From an optimization exercise on the open Yosys and OpenROAD flow, aimed at small area, a short achievable clock period and few clock cycles; shortcuts taken in it are not production practice. Power is estimated from default activity; no workload was simulated.

==> harbor: inputs <==
// lce
module lce #(
    parameter MAX_LEN = 64,
    parameter IDXW    = 8             
) (
    input  wire                    clk,
    input  wire                    rst,         
    input  wire                    in_valid,
    input  wire                    in_kind,     
    input  wire [15:0]             in_data,     
    output wire                    in_ready,
    output wire [7:0]              status,
    output wire [15:0]             flags,
    output wire [IDXW-1:0]         nbits,
    output wire [IDXW-1:0]         nsig,
    output wire [IDXW-1:0]         pal_start,
    output wire [IDXW-1:0]         pal_len,
    output wire [IDXW-1:0]         zr_start,
    output wire [IDXW-1:0]         zr_count,
    output wire [MAX_LEN-1:0]      bits_buf,
    output wire [4*MAX_LEN-1:0]    sig_buf
);
==> flow/config.mk <==
export PLATFORM = sky130hd
export DESIGN_NAME = lce
export DESIGN_NICKNAME = lce
export VERILOG_FILES = /design/flow/design.v
export SDC_FILE = /design/flow/constraint.sdc
export NUM_CORES = 4
export LEC_CHECK = 0
export ABC_CLOCK_PERIOD_IN_PS = 5000
export CAP_MARGIN = 20
export CORE_MARGIN = 2
export CORE_UTILIZATION = 50
export SETUP_SLACK_MARGIN = 5
export SLEW_MARGIN = 20
==> flow/constraint.sdc <==
create_clock -name core_clock -period 10.0 [get_ports {clk}]
set_input_delay 2.0000 -clock core_clock [delete_from_list [all_inputs] [get_ports {clk}]]
set_output_delay 2.0000 -clock core_clock [all_outputs]
set_load 0.01 [all_outputs]
run.sh (not shown) runs the stock make flow with config.mk's settings and CLKGATE_MAP_FILE= SYNTH_SCRIPT=/design/flow/synth_recipe.tcl, a recipe that flattens the netlist after the stock synthesis.
==> juniper (differences from harbor) <==
--- a/flow/design.v
+++ b/flow/design.v
@@ -19,18 +19,17 @@
     output wire [MAX_LEN-1:0]      bits_buf,
     output wire [4*MAX_LEN-1:0]    sig_buf
 );
     localparam [1:0] ERR_INVSEL = 2'd1, ERR_CAP = 2'd2, ERR_PRECOND = 2'd3;
     localparam [1:0] M_TRK = 2'd0, M_B8ZS = 2'd1, M_HDB3 = 2'd2, M_ENC = 2'd3;
     reg [6:0]   nb_q;           
     reg [7:0]   ns_q;           
-    reg [63:0]  q_q;            
-    reg         par_q;          
+    reg [63:0]  b_q;            
     reg [127:0] sig_lo_q;       
-    reg [63:0]  sig_hi_q;       
+    reg [31:0]  sig_hi_q;       
     reg         fault_q;
     reg [1:0]   err_q;
     reg [2:0]   sch_q;
     reg [1:0]   scr_q;
     reg         dbl_q, palv_q, zrv_q;
     reg [5:0]   zrs_q;
     reg [6:0]   zrc_q;
@@ -60,20 +59,39 @@
     reg         ss_q;           
     reg         soc_q;          
     reg [7:0]   pv_q;           
     reg [6:0]   rem_q;          
     reg [2:0]   esch_q;         
     reg         clrp_q;         
     reg         clrt_q;         
-    wire [63:0] b = q_q ^ {q_q[62:0], 1'b0};      
+    reg         rz_q;           
+    wire [63:0] b = b_q;
+    function [63:0] prefix_xor;
+        input [63:0] x;
+        integer lv, j;
+        reg [63:0] t;
+        begin
+            t = x;
+            for (lv = 0; lv < 6; lv = lv + 1)
+                for (j = 0; j < 64; j = j + 1)
+                    if (((j + 1) % (2 << lv)) == 0)
+                        t[j] = t[j] ^ t[j - (1 << lv)];
+            for (lv = 4; lv >= 0; lv = lv - 1)
+                for (j = 0; j < 64; j = j + 1)
+                    if (((j + 1) % (2 << lv)) == (1 << lv) && j >= (2 << lv))
+                        t[j] = t[j] ^ t[j - (1 << lv)];
+            prefix_xor = t;
+        end
+    endfunction
+    wire [63:0] q_q = prefix_xor(b_q);
     wire [255:0] sig;
     genvar k;
     generate for (k = 0; k < 64; k = k + 1) begin : g_sig
         assign sig[128 + 2*k]     = 1'b1;
-        assign sig[128 + 2*k + 1] = sig_hi_q[k];
+        assign sig[128 + 2*k + 1] = sig_hi_q[k/2] ^ k[0];
     end endgenerate
     assign sig[127:0] = sig_lo_q;
     assign in_ready  = ~busy_q;
     assign status    = {4'b0, err_q, fault_q, busy_q};
     assign flags     = {8'b0, zrv_q, palv_q, dbl_q, scr_q, sch_q};
     assign nbits     = {1'b0, nb_q};
     assign nsig      = ns_q;
@@ -108,15 +126,16 @@
     wire do_apal  = acc_cmd & is_apal;
     wire scr_go   = acc_cmd & is_scr & scr_ok;
     wire az_go    = acc_cmd & is_azrun;
     wire need_trk = az_go & ~tsok_q & (sch_q == 3'd4);
     wire trk      = busy_q & (mode_q == M_TRK);
     wire scan     = busy_q & (mode_q == M_B8ZS | mode_q == M_HDB3);
     wire do_enc   = busy_q & (mode_q == M_ENC);
-    wire trk_done = trk & ~clrt_q & (idx_q == ns_q[6:0]);
+    wire [6:0] tidx = idx_q - 7'd1;             
+    wire trk_done = trk & ~clrt_q & (tidx == ns_q[6:0]);
     wire do_az    = (az_go & ~need_trk) | trk_done;
     wire [63:0] sz;
     generate for (k = 0; k < 64; k = k + 1) begin : g_sz
         assign sz[k] = sig_lo_q[2*k];
     end endgenerate
     wire [4:0] blk5 = idx_q[6:2];
     wire [3:0] blk  = idx_q[5:2];
@@ -147,40 +166,43 @@
     wire [15:0] win = {bval, pv_q};
     wire [15:0] nwin;
     generate for (k = 0; k < 8; k = k + 1) begin : g_win
         assign nwin[2*k +: 2] = wv[k] ? {~n_vv, 1'b1} : wb[k] ? {~n_vb, 1'b1} : win[2*k +: 2];
     end endgenerate
     wire [5:0] tpos = nb_q[5:0];
     wire       tstep = pend_q | (trk & ~clrt_q & ~trk_done);
-    wire       tz = trk ? ~bnz[idx_q[1:0]] : ~pc_q;
-    wire [5:0] spos = trk ? idx_q[5:0] : nb_q[5:0] - 6'd1;    
+    wire       tz = trk ? ~rz_q : ~pc_q;
+    wire [5:0] spos = trk ? tidx[5:0] : nb_q[5:0] - 6'd1;     
     wire [7:0] hgt, heq, lge, leq;
     generate for (k = 0; k < 8; k = k + 1) begin : g_pre
         assign hgt[k] = (tpos[5:3] < k);
         assign heq[k] = (tpos[5:3] == k);
         assign lge[k] = (tpos[2:0] <= k);
         assign leq[k] = (tpos[2:0] == k);
     end endgenerate
     wire [63:0] tge, toh;
     generate for (k = 0; k < 64; k = k + 1) begin : g_dec
         assign tge[k] = ~nb_q[6] & (hgt[k/8] | (heq[k/8] & lge[k%8]));
         assign toh[k] = ~nb_q[6] & heq[k/8] & leq[k%8];
     end endgenerate
     wire [64:0] pe = {1'b1, p_q};
-    wire [64:0] gm = {1'b1, 1'b1, tge[63:1]};
     wire [63:0] newp;
     generate for (k = 0; k < 64; k = k + 1) begin : g_pal
-        assign newp[k] = pe[k+1] & (gm[k] | ~(b[k] ^ pc_q));
+        assign newp[k] = pe[k+1] & ~(b[k] ^ pc_q);
     end endgenerate
     wire [5:0] d6   = d_q[5:0];
     wire [5:0] d6m  = d6 - 6'd1;
     wire [65:0] npx  = {1'b0, newp, 1'b0};     
     wire [1:0] cpair = npx[d6 +: 2];
     wire cand1 = cpair[1];
     wire cand2 = cpair[0];
+    wire [6:0] d_p1    = d_q + 7'd1;
+    wire [6:0] d_m1    = d_q - 7'd1;
+    wire [6:0] best_p1 = best_q + 7'd1;
+    wire [6:0] best_p2 = best_q + 7'd2;
     wire [6:0] run1   = run_q + 7'd1;
     wire       trig4  = tz & (run_q[1:0] == 2'd3);
     wire [5:0] rs_n   = (run_q == 7'd0) ? spos : rs_q;
     function [8:0] ev8;              
         input [5:0] s;
         input [6:0] r;
         if (r[6:3] == 4'd0)        ev8 = {r[2:0], s};
@@ -202,47 +224,48 @@
     wire       e4w = e4[7:6] > g4l_q;
     wire [2:0] esch = esch_q;
     wire       e_b  = (esch == 3'd0);           
     wire       e_db = (esch == 3'd2) | (esch == 3'd3);
     wire       e_mb = (esch == 3'd2);           
     wire       e_am = (esch == 3'd4);
     wire [127:0] enc_lo;
-    wire [63:0]  enc_hi;
-    generate for (k = 0; k < 128; k = k + 1) begin : g_enc
+    wire [31:0]  enc_hi;
+    generate for (k = 0; k < 64; k = k + 1) begin : g_enc
         wire xd = (k[0] ? 1'b0 : 1'b1) ^ (e_mb ? b[k/2] : q_q[k/2]);
-        if (k < 64) begin : g_lo
-            wire xs = e_b ? b[k] : q_q[k];
-            wire x  = e_db ? xd : xs;
-            wire nz = ~e_am | b[k];
-            assign enc_lo[2*k +: 2] = {~x & nz, nz};
-        end else begin : g_hi
-            assign enc_hi[k-64] = ~xd;
+        wire xs = e_b ? b[k] : q_q[k];
+        wire x  = e_db ? xd : xs;
+        wire nz = ~e_am | b[k];
+        assign enc_lo[2*k +: 2] = {~x & nz, nz};
+        if (k >= 32) begin : g_hi
+            assign enc_hi[k-32] = e_mb ? b[k] : q_q[k];
         end
     end endgenerate
     wire [15:0] wblk;                           
     generate for (k = 0; k < 16; k = k + 1) begin : g_wb
         assign wblk[k] = scan & (blk5 == k + 1);
     end endgenerate
     generate for (k = 0; k < 64; k = k + 1) begin : g_st
         wire wlo = do_enc | wblk[k/4];
         wire [1:0] dlo = do_enc ? enc_lo[2*k +: 2] : nwin[2*(k%4) +: 2];
         always @(posedge clk) begin
             if (tge[k])
-                q_q[k] <= par_q ^ c;
+                b_q[k] <= c;
             if (wlo)
                 sig_lo_q[2*k +: 2] <= dlo;
-            if (do_enc)
-                sig_hi_q[k] <= enc_hi[k];
+        end
+        if (k >= 32) begin : g_hs
+            always @(posedge clk)
+                if (do_enc)
+                    sig_hi_q[k-32] <= enc_hi[k-32];
         end
     end endgenerate
     always @(posedge clk) begin
         if (rst) begin
             nb_q    <= 7'd0;
             ns_q    <= 8'd0;
-            par_q   <= 1'b0;
             fault_q <= 1'b0;
             err_q   <= 2'd0;
             sch_q   <= 3'd7;
             scr_q   <= 2'd0;
             dbl_q   <= 1'b0;
             palv_q  <= 1'b0;
             zrv_q   <= 1'b0;
@@ -272,14 +295,15 @@
             idx_q   <= 7'd0;
             zc_q    <= 3'd0;
             ss_q    <= 1'b1;
             soc_q   <= 1'b0;
             esch_q  <= 3'd0;
             clrp_q  <= 1'b0;
             clrt_q  <= 1'b0;
+            rz_q    <= 1'b0;
         end else begin
             if (f_cap) begin
                 fault_q <= 1'b1;
                 err_q   <= ERR_CAP;
             end
             if (f_inv) begin
                 fault_q <= 1'b1;
@@ -287,31 +311,30 @@
             end
             if (f_pre) begin
                 fault_q <= 1'b1;
                 err_q   <= ERR_PRECOND;
             end
             pend_q <= push;
             if (push) begin
-                par_q  <= par_q ^ c;
                 pc_q   <= c;
                 nb_q   <= nb_q + 7'd1;
                 palv_q <= 1'b0;
                 tsok_q <= 1'b0;
             end
             if (pend_q) begin
                 p_q    <= newp;
                 if (cand2) begin
-                    best_q <= best_q + 7'd2;
+                    best_q <= best_p2;
                     pst_q  <= d6m;
-                    d_q    <= d_q - 7'd1;
+                    d_q    <= d_m1;
                 end else if (cand1) begin
-                    best_q <= best_q + 7'd1;
+                    best_q <= best_p1;
                     pst_q  <= d6;
                 end else begin
-                    d_q    <= d_q + 7'd1;
+                    d_q    <= d_p1;
                 end
             end
             if (tstep) begin
                 if (tz) begin
                     run_q <= run1;
                     rs_q  <= rs_n;
                     if (run1 > bl_q) begin
@@ -334,15 +357,14 @@
                         g4s_q <= e4[5:0];
                     end
                 end
             end
             clrp_q <= do_clrb;
             if (do_clrb) begin
                 nb_q   <= 7'd0;
-                par_q  <= 1'b0;
                 palv_q <= 1'b0;
                 tsok_q <= 1'b0;
             end
             if (clrp_q) begin
                 p_q    <= {64{1'b1}};
                 best_q <= 7'd0;
                 pst_q  <= 6'd0;
@@ -365,16 +387,18 @@
                 busy_q <= 1'b1;
                 mode_q <= M_TRK;
                 idx_q  <= 7'd0;
                 clrt_q <= 1'b1;
             end
             if (trk && clrt_q)
                 clrt_q <= 1'b0;
-            if (trk && !clrt_q && !trk_done)
+            if (trk && !trk_done) begin          
+                rz_q  <= bnz[idx_q[1:0]];
                 idx_q <= idx_q + 7'd1;
+            end
             if (trk_done) begin
                 busy_q <= 1'b0;
                 tsok_q <= 1'b1;
                 traw_q <= 1'b1;
             end
             if (do_apal)
                 palv_q <= 1'b1;
==> flow/flow/run.sh (new file) <==
#!/bin/bash
set -euo pipefail
bash standard.sh SETUP_SLACK_MARGIN=5.6 finish > standard_make.log 2>&1
==> flow/standard.sh (new file) <==
#!/bin/bash
# synth_recipe.tcl (not shown) runs the flow's synth.tcl, then flattens the netlist and writes it again
# the make line also repeats each setting of config.mk as NAME=value (left out here)
make -C /OpenROAD-flow-scripts/flow DESIGN_CONFIG=/design/flow/config.mk WORK_HOME=/design/flow/orfs CLKGATE_MAP_FILE= SYNTH_SCRIPT=/design/flow/synth_recipe.tcl "${@:-finish}"
CAP_MARGIN = 30   (was 20)
SETUP_SLACK_MARGIN = default   (was 5)
SLEW_MARGIN = 30   (was 20)
removed: flow/run.sh
==> results.txt <==
critical path's top delay family=XOR/XNOR gates; maximum clock skew at final layout=0.0338 ns; mux contribution to synthesized area=0.0609; Power Dens Cells=187 nW/um^2; post-detailed-routing wire length=97500 um; EDFF count, synth=239; share of the synthesized area in the top cell type=0.268; result of the run=finished clean; post-route cell area=32200 sq um; number of antenna cells inserted=2; count of multi-input gates=2234; via total after detailed routing=24100
-- figures above: juniper

==> results.txt <==
share of the synthesized area in the top cell type=0.287; Power Dens Cells=148 nW/um^2; post-route cell area=33500 sq um; count of multi-input gates=2287; number of antenna cells inserted=1; maximum clock skew at final layout=0.0168 ns; result of the run=finished clean; EDFF count, synth=271; via total after detailed routing=24900
-- figures above: harbor

No run of this note included a check of the RTL's function; only the layout flow was run.

## afterwards: timing with drivers on the ports
How much do the figures lean on ideal ports? The routed layouts below were timed once more, with nothing changed but the port constraints.
Step 1 (the two cells are an assumption about what drives the block):
set clk [get_ports {clk}]
set_driving_cell -lib_cell sky130_fd_sc_hd__clkbuf_16 $clk
set_driving_cell -lib_cell sky130_fd_sc_hd__buf_2 [delete_from_list [all_inputs] $clk]
Step 2 times the ports against the registers' clock, not the clock port: input delays grow and output delays shrink by t, the midpoint of the rising clock arrivals with the driver on.
Slacks: ideal / step 1 / step 2; pairs: ideal / step 1.
run	t (ns)	setup WS [ns]	clock arrival spread, ns
harbor	0.669	5.123 / 5.067 / 4.710	0.017 / 0.017
juniper	0.660	5.623 / 5.623 / 5.188	0.038 / 0.038
After both steps setup and hold are still met in every run listed. For juniper, which loses most, drivers alone change the setup slack by 0.000 ns; drivers and shift together by -0.435 ns.
